Context: an optimization exercise on an open-source flow, tuned for small area. The choices shown serve that exercise and are no tape-out recipe. Where RTL was checked, it was by simulation tests only, not by an equivalence proof against the original. Power is estimated from default activity; no workload was simulated.

## alpha
==> flow/design.v (excerpt) <==
module pjon_tx (
    input  wire        clk,
    input  wire        rst_n,           
    input  wire        start,
    input  wire        cfg_shared,
    input  wire        cfg_sender_info,
    input  wire        cfg_ack_request,
    input  wire        cfg_crc32,
    input  wire        tx_explicit,
    input  wire [15:0] tx_header,
    input  wire [7:0]  tx_dest,
    input  wire [31:0] tx_bus,
    input  wire [7:0]  device_id,
    input  wire [31:0] bus_id,
    input  wire [15:0] pay_len,
    input  wire        pay_valid,
    input  wire [7:0]  pay_data,
    output wire        pay_ready,
    output wire        out_valid,
    output wire [7:0]  out_data,
    output wire        out_last,
    input  wire        out_ready,
    input  wire        err_clr,
    output reg         busy,
    output reg         done,
    output reg  [2:0]  result_code,
    output wire [31:0] result,
    output reg  [15:0] final_hdr,
    output wire [31:0] err_ctx,
    output reg         ev_error
);
Size: ~980 cells after synthesis, roughly 10000 um2 of cells after synthesis.
make LEC_CHECK=0 CAP_MARGIN=20 CORE_MARGIN=2 CORE_UTILIZATION=40 SLEW_MARGIN=20 finish   # period 12.0 ns
run.sh (not shown) runs the stock make flow with config.mk's settings and CLKGATE_MAP_FILE= SYNTH_SCRIPT=/design/flow/synth_recipe.tcl, a recipe that flattens the netlist after the stock synthesis.
alpha went all the way through synthesis, placement and routing and the layout is clean on timing, DRC and antenna.
Relative to alpha, the following input files were edited for beta:
Settings: CTS_BUF_LIST now sky130_fd_sc_hd__clkbuf_4 sky130_fd_sc_hd__clkbuf_8, previously not set.
==> flow/flow/run.sh (new file) <==
#!/bin/bash
# Standard layout, but the port buffers use the smallest buffer cell.
set -euo pipefail
export BUFFER_PORTS_ARGS="-buffer_cell sky130_fd_sc_hd__buf_1"
bash standard.sh > standard.log 2>&1
==> flow/standard.sh (new file) <==
#!/bin/bash
# synth_recipe.tcl (not shown) runs the flow's synth.tcl, then flattens the netlist and writes it again
# the make line also repeats each setting of config.mk as NAME=value (left out here)
make -C /OpenROAD-flow-scripts/flow DESIGN_CONFIG=/design/flow/config.mk WORK_HOME=/design/flow/orfs CLKGATE_MAP_FILE= SYNTH_SCRIPT=/design/flow/synth_recipe.tcl "${@:-finish}"
removed: flow/run.sh
Notes after the runs:
- [compare] base=alpha new=beta: number of placed cells counting well taps held, clock net sink count held, clock power went down about 26%, routed via count went down 52.
- beta against alpha: final critical path time including I/O delays and setup now sits lower; overall power now sits lower; final design instance area without fill now sits lower; switching share of power now sits higher; sum of net half-perimeters after detailed placement now sits lower.
- Multi-input logic area: beta vs alpha, no meaningful difference
### beta -> gamma
==> flow/run.sh (new file) <==
#!/bin/bash
# synth_recipe.tcl (not shown) runs the flow's synth.tcl, then flattens the netlist and writes it again
# the make line also repeats each setting of config.mk as NAME=value (left out here)
make -C /OpenROAD-flow-scripts/flow DESIGN_CONFIG=/design/flow/config.mk WORK_HOME=/design/flow/orfs CLKGATE_MAP_FILE= SYNTH_SCRIPT=/design/flow/synth_recipe.tcl finish
removed: flow/flow/run.sh
removed: flow/standard.sh
### Flow results
- Compared with beta, post-layout total power in gamma increased by a few percent.
- Final cell count of gamma is on par with beta.
- From gamma to beta, synthesized area did not move at all.
- Relative to beta, sequential power share decreased by 1.9 points in gamma.
- Any difference in required time of the critical path between gamma and beta is small enough to ignore.
- Comparing gamma and beta, the higher power share of the clock group is on beta.
- From gamma to beta, die area did not move at all.
- Of gamma and beta, gamma shows the higher utilization, with beta below it.
No functional check of the RTL was part of any run of this note.

---

pjon_tx, a different RTL version from the one above (not shown whole).
Size: roughly 870 cells after synthesis, ~180 flip-flops, roughly 0.0087 mm2 of cells after synthesis.
==> flow/config.mk <==
export PLATFORM = sky130hd
export DESIGN_NAME = pjon_tx
export DESIGN_NICKNAME = pjon_tx
export VERILOG_FILES = /design/flow/design.v
export SDC_FILE = /design/flow/constraint.sdc
export NUM_CORES = 4
export LEC_CHECK = 0
export CAP_MARGIN = 5
export CORE_MARGIN = 2
export CORE_UTILIZATION = 40
export SLEW_MARGIN = 5
==> flow/constraint.sdc <==
create_clock -name core_clock -period 12.0 [get_ports {clk}]
set_input_delay 2.4000 -clock core_clock [delete_from_list [all_inputs] [get_ports {clk}]]
set_output_delay 2.4000 -clock core_clock [all_outputs]
set_load 0.01 [all_outputs]
standard.sh (not shown) runs the stock make flow with config.mk's settings and CLKGATE_MAP_FILE= SYNTH_SCRIPT=/design/flow/synth_recipe.tcl, a recipe that flattens the netlist after the stock synthesis.
==> flow/flow/run.sh <==
#!/bin/bash
# Standard layout with three changes:
#  - ABC maps the logic with an area-oriented script (flow/area.abc);
#  - the port buffers use the smallest buffer cell;
#  - CTS uses clkbuf_8 and adds no dummy loads.
set -euo pipefail
W=$(pwd)
export AREA_ABC_SCRIPT=$W/flow/area.abc
export FLOW_SYNTH_TCL=$W/synth_recipe.tcl
export SKIP_REPAIR_TIE_FANOUT=1
export BUFFER_PORTS_ARGS="-buffer_cell sky130_fd_sc_hd__buf_1"
export CTS_ARGS="-sink_clustering_enable -repair_clock_nets -dont_use_dummy_load -buf_list {sky130_fd_sc_hd__clkbuf_8}"
sed "s#SYNTH_SCRIPT=[^ ]*#SYNTH_SCRIPT=$W/flow/synth_wrap.tcl#" standard.sh > area_standard.sh
bash area_standard.sh > standard.log 2>&1
==> flow/flow/area.abc <==
strash
dch
amap
strash
dch -f
amap -F 20 -A 30
strash
dch -f
amap -F 20 -A 30
strash
dch -f
amap -F 20 -A 30
strash
dch -f
amap -F 20 -A 30
strash
dch -f
amap -F 20 -A 30
strash
dch -f
amap -F 20 -A 30
strash
dch -f
amap -F 20 -A 30
==> flow/flow/synth_wrap.tcl <==
# The standard synthesis (synth_recipe.tcl), with ABC's standard-cell
# mapping run from an area-oriented script instead of ORFS's speed script.
# ABC maps only the combinational logic: the registers are the same.
proc abc {args} {
  set i [lsearch -exact $args -script]
  if {$i >= 0} { lset args [expr {$i + 1}] $::env(AREA_ABC_SCRIPT) }
  yosys abc {*}$args
}
source $::env(FLOW_SYNTH_TCL)
Then changed:
- CAP_MARGIN: 5 -> 20
- SLEW_MARGIN: 5 -> 20
=> The new run finished clean. First-iteration DRC count climbs by 4.9%. Via count went up by 0.78%. Cell count stays the same. Fmax goes down by 0.39%. Clock skew barely changes.

---

Setup of yarrow:
pjon_tx, a different RTL version from the one above (not shown whole).
For scale: roughly 910 cells after synthesis, roughly 180 flip-flops, ~230 I/O pins, roughly 8800 um2 of cells after synthesis.
## pjon_tx
module pjon_tx (
    input  wire        clk,
    input  wire        rst_n,           
    input  wire        start,
    input  wire        cfg_shared,
    input  wire        cfg_sender_info,
    input  wire        cfg_ack_request,
    input  wire        cfg_crc32,
    input  wire        tx_explicit,
    input  wire [15:0] tx_header,
    input  wire [7:0]  tx_dest,
    input  wire [31:0] tx_bus,
    input  wire [7:0]  device_id,
    input  wire [31:0] bus_id,
    input  wire [15:0] pay_len,
    input  wire        pay_valid,
    input  wire [7:0]  pay_data,
    output wire        pay_ready,
    output wire        out_valid,
    output wire [7:0]  out_data,
    output wire        out_last,
    input  wire        out_ready,
    input  wire        err_clr,
    output reg         busy,
    output reg         done,
    output reg  [2:0]  result_code,
    output wire [31:0] result,
    output reg  [15:0] final_hdr,
    output wire [31:0] err_ctx,
    output reg         ev_error
);
Settings: LEC_CHECK=0, CAP_MARGIN=20, CORE_MARGIN=2, CORE_UTILIZATION=40, SLEW_MARGIN=20; clock period 12.0 ns.
==> flow/flow/run.sh <==
#!/bin/bash
# Standard layout with three changes:
#  - ABC maps the logic with an area-oriented script (flow/area.abc);
#  - the port buffers use the smallest buffer cell;
#  - CTS uses clkbuf_8 and adds no dummy loads.
set -euo pipefail
W=$(pwd)
export AREA_ABC_SCRIPT=$W/flow/area.abc
export FLOW_SYNTH_TCL=$W/synth_recipe.tcl
export BUFFER_PORTS_ARGS="-buffer_cell sky130_fd_sc_hd__buf_1"
export CTS_ARGS="-sink_clustering_enable -repair_clock_nets -dont_use_dummy_load -buf_list {sky130_fd_sc_hd__clkbuf_8}"
sed "s#SYNTH_SCRIPT=[^ ]*#SYNTH_SCRIPT=$W/flow/synth_wrap.tcl#" standard.sh > area_standard.sh
bash area_standard.sh > standard.log 2>&1
==> flow/flow/area.abc <==
strash
dch
amap -F 20 -A 30
Scripts as last shown in full above: flow/flow/synth_wrap.tcl
yarrow completed; timing, DRC and antenna clean
Inputs modified between yarrow and nickel:
==> flow/flow/run.sh <==
#!/bin/bash
# Standard layout; port buffers use the smallest buffer, and CTS adds no dummy loads.
set -euo pipefail
export BUFFER_PORTS_ARGS="-buffer_cell sky130_fd_sc_hd__buf_1"
export CTS_ARGS="-sink_clustering_enable -repair_clock_nets -dont_use_dummy_load -buf_list {sky130_fd_sc_hd__clkbuf_8}"
bash standard.sh > standard.log 2>&1
removed: flow/flow/area.abc
removed: flow/flow/synth_wrap.tcl
On post-synthesis to final-layout area growth: nickel sits below yarrow. Clock latency of the later-clocked register in the worst-skew pair essentially unchanged between yarrow and nickel. nickel ended up with fewer standard cells than yarrow. Delta (nickel minus yarrow): average footprint of a synthesized cell has increased; power spent charging and discharging nets grew by 3.2%; number of placed instances, taps included lower. | area of the mapped netlist | nickel vs yarrow | 6.0% higher |. Compared with yarrow, nickel ends up with more cell area. When nickel is measured against yarrow, its routed length on met1 turns out 1.5% higher.
diff inputs: nickel => onyx
==> flow/flow/run.sh <==
#!/bin/bash
# Standard layout with three changes:
#  - ABC maps the logic with an area-oriented script (flow/area.abc);
#  - the port buffers use the smallest buffer cell;
#  - CTS uses clkbuf_8 and adds no dummy loads.
set -euo pipefail
W=$(pwd)
export AREA_ABC_SCRIPT=$W/flow/area.abc
export FLOW_SYNTH_TCL=$W/synth_recipe.tcl
export BUFFER_PORTS_ARGS="-buffer_cell sky130_fd_sc_hd__buf_1"
export CTS_ARGS="-sink_clustering_enable -repair_clock_nets -dont_use_dummy_load -buf_list {sky130_fd_sc_hd__clkbuf_8}"
sed "s#SYNTH_SCRIPT=[^ ]*#SYNTH_SCRIPT=$W/flow/synth_wrap.tcl#" standard.sh > area_standard.sh
bash area_standard.sh > standard.log 2>&1
==> flow/flow/area.abc (new file) <==
&get -n
&st
&dch -f
&nf -a -R 1000
&put
==> flow/flow/synth_wrap.tcl (new file) <==
# The standard synthesis (synth_recipe.tcl), with ABC's standard-cell
# mapping run from an area-oriented script instead of ORFS's speed script.
# ABC maps only the combinational logic: the registers are the same.
proc abc {args} {
  set i [lsearch -exact $args -script]
  if {$i >= 0} { lset args [expr {$i + 1}] $::env(AREA_ABC_SCRIPT) }
  yosys abc {*}$args
}
source $::env(FLOW_SYNTH_TCL)
### Flow results
- onyx has completed all stages; timing, DRC and antenna checks passed.
- Between nickel and onyx, the number of gates given a new drive strength after cts figures differ only marginally.
- As of onyx, area after synthesis had fallen by a few percent compared to nickel.
- nickel has lower number of nets in the layout than onyx.
- The non-clock buffer count number comes out lower for nickel vs onyx.
- The standard cells in onyx occupy less silicon area than those in nickel do.
- nickel → onyx: depth of the critical timing path with buffers and inverters included now larger, layout overhead on the synthesized area now larger, total via count after detailed routing comparable.
- The run showing the smaller sequential share of layout area is nickel.
- Per the comparison of onyx with nickel, share of cells above drive strength 1 has decreased; arithmetic-cell share of the synthesized area counting full adders, half adders and majority gates picked up an extra 0.20 points.

---

Setup of violet:
pjon_tx with an RTL version that a note above also has.
Size in the first run: about 180 flip-flops, roughly 230 I/O pins, ~8800 sq um of cells after synthesis.
Settings: LEC_CHECK=0, CAP_MARGIN=20, CORE_MARGIN=2, CORE_UTILIZATION=40, GPL_TIMING_DRIVEN=0, SLEW_MARGIN=20; clock period 12.0 ns.
==> flow/flow/run.sh <==
#!/bin/bash
# Standard layout with three changes:
#  - ABC maps the logic with an area-oriented script (flow/area.abc);
#  - the port buffers use the smallest buffer cell;
#  - CTS uses clkbuf_8 and adds no dummy loads.
set -euo pipefail
W=$(pwd)
export AREA_ABC_SCRIPT=$W/flow/area.abc
export FLOW_SYNTH_TCL=$W/synth_recipe.tcl
export SKIP_REPAIR_TIE_FANOUT=1
export BUFFER_PORTS_ARGS="-buffer_cell sky130_fd_sc_hd__buf_1"
export CTS_ARGS="-sink_clustering_enable -repair_clock_nets -dont_use_dummy_load -buf_list {sky130_fd_sc_hd__clkbuf_8}"
sed "s#SYNTH_SCRIPT=[^ ]*#SYNTH_SCRIPT=$W/flow/synth_wrap.tcl#" standard.sh > area_standard.sh
bash area_standard.sh > standard.log 2>&1
==> flow/flow/area.abc <==
strash
dch
amap -F 20 -A 30
==> flow/flow/synth_wrap.tcl <==
# The standard synthesis (synth_recipe.tcl), with ABC's standard-cell
# mapping run from an area-oriented script instead of ORFS's speed script.
# ABC maps only the combinational logic: the registers are the same.
proc abc {args} {
  set i [lsearch -exact $args -script]
  if {$i >= 0} { lset args [expr {$i + 1}] $::env(AREA_ABC_SCRIPT) }
  yosys abc {*}$args
}
source $::env(FLOW_SYNTH_TCL)
Changes in willow relative to violet:
# violet
export LEC_CHECK = 0
export CAP_MARGIN = 20
export CORE_MARGIN = 2
export CORE_UTILIZATION = 40
export GPL_TIMING_DRIVEN = 0
export SLEW_MARGIN = 20
create_clock -name core_clock -period 12.0 [get_ports {clk}]
# willow
export LEC_CHECK = 0
export CAP_MARGIN = 20
export CORE_MARGIN = 2
export CORE_UTILIZATION = 65
export SLEW_MARGIN = 20
create_clock -name core_clock -period 12.0 [get_ports {clk}]
==> flow/flow/area.abc <==
strash
dch
amap
strash
dch -f
amap -F 20 -A 30
strash
dch -f
amap -F 20 -A 30
strash
dch -f
amap -F 20 -A 30
strash
dch -f
amap -F 20 -A 30
strash
dch -f
amap -F 20 -A 30
strash
dch -f
amap -F 20 -A 30
strash
dch -f
amap -F 20 -A 30
[summary]
- Re final area: willow is 6.0% down on violet.
- Compared with violet, willow shows total length of routed wires that has gone down by a little under 10%.
- Going from violet to willow, minimum period implied by the final worst setup slack shrinks by 0.46 ns.
- Lower total global routing track utilization was reported by violet, not willow.
Relative to willow, the following input files were edited for indigo:
# willow
export LEC_CHECK = 0
export CAP_MARGIN = 20
export CORE_MARGIN = 2
export CORE_UTILIZATION = 65
export SLEW_MARGIN = 20
create_clock -name core_clock -period 12.0 [get_ports {clk}]
# indigo
export LEC_CHECK = 0
export CAP_MARGIN = 20
export CORE_MARGIN = 2
export CORE_UTILIZATION = 40
export GPL_TIMING_DRIVEN = 0
export SLEW_MARGIN = 20
create_clock -name core_clock -period 12.0 [get_ports {clk}]
--- a/flow/flow/run.sh
+++ b/flow/flow/run.sh
@@ -8,5 +8,4 @@
 export AREA_ABC_SCRIPT=$W/flow/area.abc
 export FLOW_SYNTH_TCL=$W/synth_recipe.tcl
-export SKIP_REPAIR_TIE_FANOUT=1
 export BUFFER_PORTS_ARGS="-buffer_cell sky130_fd_sc_hd__buf_1"
 export CTS_ARGS="-sink_clustering_enable -repair_clock_nets -dont_use_dummy_load -buf_list {sky130_fd_sc_hd__clkbuf_8}"
==> flow/flow/area.abc <==
strash
dch
amap -F 20 -A 30
- indigo did not stop at any stage, and its layout met the timing, design-rule and antenna checks.
- Delta (indigo minus willow): signed area change from the synthesized netlist to the final layout rose by 6.8 points, peak clock frequency supported by timing fell by 4.9%, H-tree level count stayed essentially flat.

---

11-06:
pjon_tx, a different RTL version from the one above (not shown whole).
For scale: roughly 860 cells after synthesis, ~180 flip-flops, ~230 I/O pins, about 8500 µm² of cells after synthesis.
export LEC_CHECK = 0
export CAP_MARGIN = 20
export CORE_MARGIN = 2
export CORE_UTILIZATION = 40
export SLEW_MARGIN = 20
create_clock -name core_clock -period 12.0 [get_ports {clk}]
==> flow/flow/run.sh <==
#!/bin/bash
# Standard layout with four changes:
#  - ABC maps the logic with an area-oriented script (flow/area.abc);
#  - one tie cell drives all constant outputs (no tie fanout repair);
#  - the port buffers use the smallest buffer cell;
#  - CTS uses clkbuf_8 and adds no dummy loads.
set -euo pipefail
W=$(pwd)
export AREA_ABC_SCRIPT=$W/flow/area.abc
export FLOW_SYNTH_TCL=$W/synth_recipe.tcl
export SKIP_REPAIR_TIE_FANOUT=1
export BUFFER_PORTS_ARGS="-buffer_cell sky130_fd_sc_hd__buf_1"
export CTS_ARGS="-sink_clustering_enable -repair_clock_nets -dont_use_dummy_load -buf_list {sky130_fd_sc_hd__clkbuf_8}"
sed "s#SYNTH_SCRIPT=[^ ]*#SYNTH_SCRIPT=$W/flow/synth_wrap.tcl#" standard.sh > area_standard.sh
bash area_standard.sh > standard.log 2>&1
==> flow/flow/area.abc <==
strash
dch
amap
strash
dch -f
amap -F 20 -A 30
strash
dch -f
amap -F 20 -A 30
strash
dch -f
amap -F 20 -A 30
strash
&get -n
&deepsyn -T 30
&put
strash
dch -f
amap -F 20 -A 30
strash
dch -f
amap -F 20 -A 30
strash
dch -f
amap -F 20 -A 30
strash
dch -f
amap -F 20 -A 30
Scripts as last shown in full above: flow/flow/synth_wrap.tcl
11-06 ran to completion and came out clean on the timing, design-rule and antenna checks.
#### Input delta (10-16 over 11-06)
diff --git a/flow/flow/run.sh b/flow/flow/run.sh
--- a/flow/flow/run.sh
+++ b/flow/flow/run.sh
@@ -2 +2 @@
-# Standard layout with four changes:
+# Standard layout with five changes:
@@ -3,0 +4 @@
+#  - adders are left to ABC (no ADDER_MAP_FILE half/full adder cells);
@@ -10,0 +12 @@
+export ADDER_MAP_FILE=
diff --git a/flow/flow/area.abc b/flow/flow/area.abc
--- a/flow/flow/area.abc
+++ b/flow/flow/area.abc
@@ -15 +15 @@
-&deepsyn -T 30
+&deepsyn -T 90
## What came out
- Going from 11-06 to 10-16, relative area change from synthesis to final layout shows an increase of 0.19 points; total detailed-routing wirelength lower; total die area lost 2.7%; starting density of the core rose by 0.16 points.
- Instance count on the critical path delta for 10-16 relative to 11-06: 10% higher
- Between 11-06 and 10-16, the internal power figures differ only marginally.
- Side by side, part of the cycle the worst path needs turned out lower in 10-16 than in 11-06.
- 10-16 gives less cell count than 11-06 did.
- Diff 10-16 and 11-06: final design area excluding fillers lower in 10-16
- Number of iterations in the first detailed-routing pass sits higher in 10-16 than in 11-06.

==> static timing again, ports no longer ideal <==
How much do the figures lean on ideal ports? The routed layouts below were timed once more, with nothing changed but the port constraints.
Step 1 sets driving cells, clkbuf_16 on the clock port and buf_2 on the other inputs (assumed; they add their load-dependent delay and slew).
Step 2 also shifts input and output timing later by t, the mid clock arrival at the registers, as if the neighbouring blocks saw the same clock.
a / b / c = no drivers / after step 1 / after step 2; a / b = the first two.
| run | t, ns | setup slack, ns | worst register clock-pin slew, ns | worst data-port slew with drivers (ns) |
|---|---|---|---|---|
| alpha | 0.484 | 2.581 / 2.602 / 2.117 | 0.08 / 0.08 | 0.07 |
| beta | 0.507 | 2.977 / 2.998 / 2.491 | 0.12 / 0.12 | 0.06 |
| gamma | 0.512 | 2.638 / 2.653 / 2.141 | 0.12 / 0.12 | 0.07 |
| the first run of note 2 | 0.488 | 1.501 / 1.518 / 1.030 | 0.11 / 0.11 | 0.07 |
| the second run of note 2 | 0.493 | 1.459 / 1.475 / 0.982 | 0.11 / 0.11 | 0.07 |
| yarrow | 0.492 | 1.744 / 1.764 / 1.272 | 0.10 / 0.10 | 0.06 |
| nickel | 0.491 | 2.528 / 2.545 / 2.054 | 0.10 / 0.10 | 0.07 |
| onyx | 0.476 | 2.328 / 2.327 / 1.851 | 0.10 / 0.10 | 0.09 |
| violet | 0.495 | 0.862 / 0.882 / 0.386 | 0.11 / 0.11 | 0.07 |
| willow | 0.472 | 1.318 / 1.330 / 0.859 | 0.09 / 0.09 | 0.06 |
| indigo | 0.491 | 0.765 / 0.785 / 0.294 | 0.11 / 0.11 | 0.08 |
| 11-06 | 0.492 | 3.034 / 3.054 / 2.562 | 0.10 / 0.10 | 0.06 |
| 10-16 | 0.487 | 3.172 / 3.179 / 2.692 | 0.11 / 0.11 | 0.07 |
After both steps setup and hold are still met in every run listed. The setup slack of gamma, which loses most, moves by +0.015 ns with the drivers and by -0.497 ns with both steps.
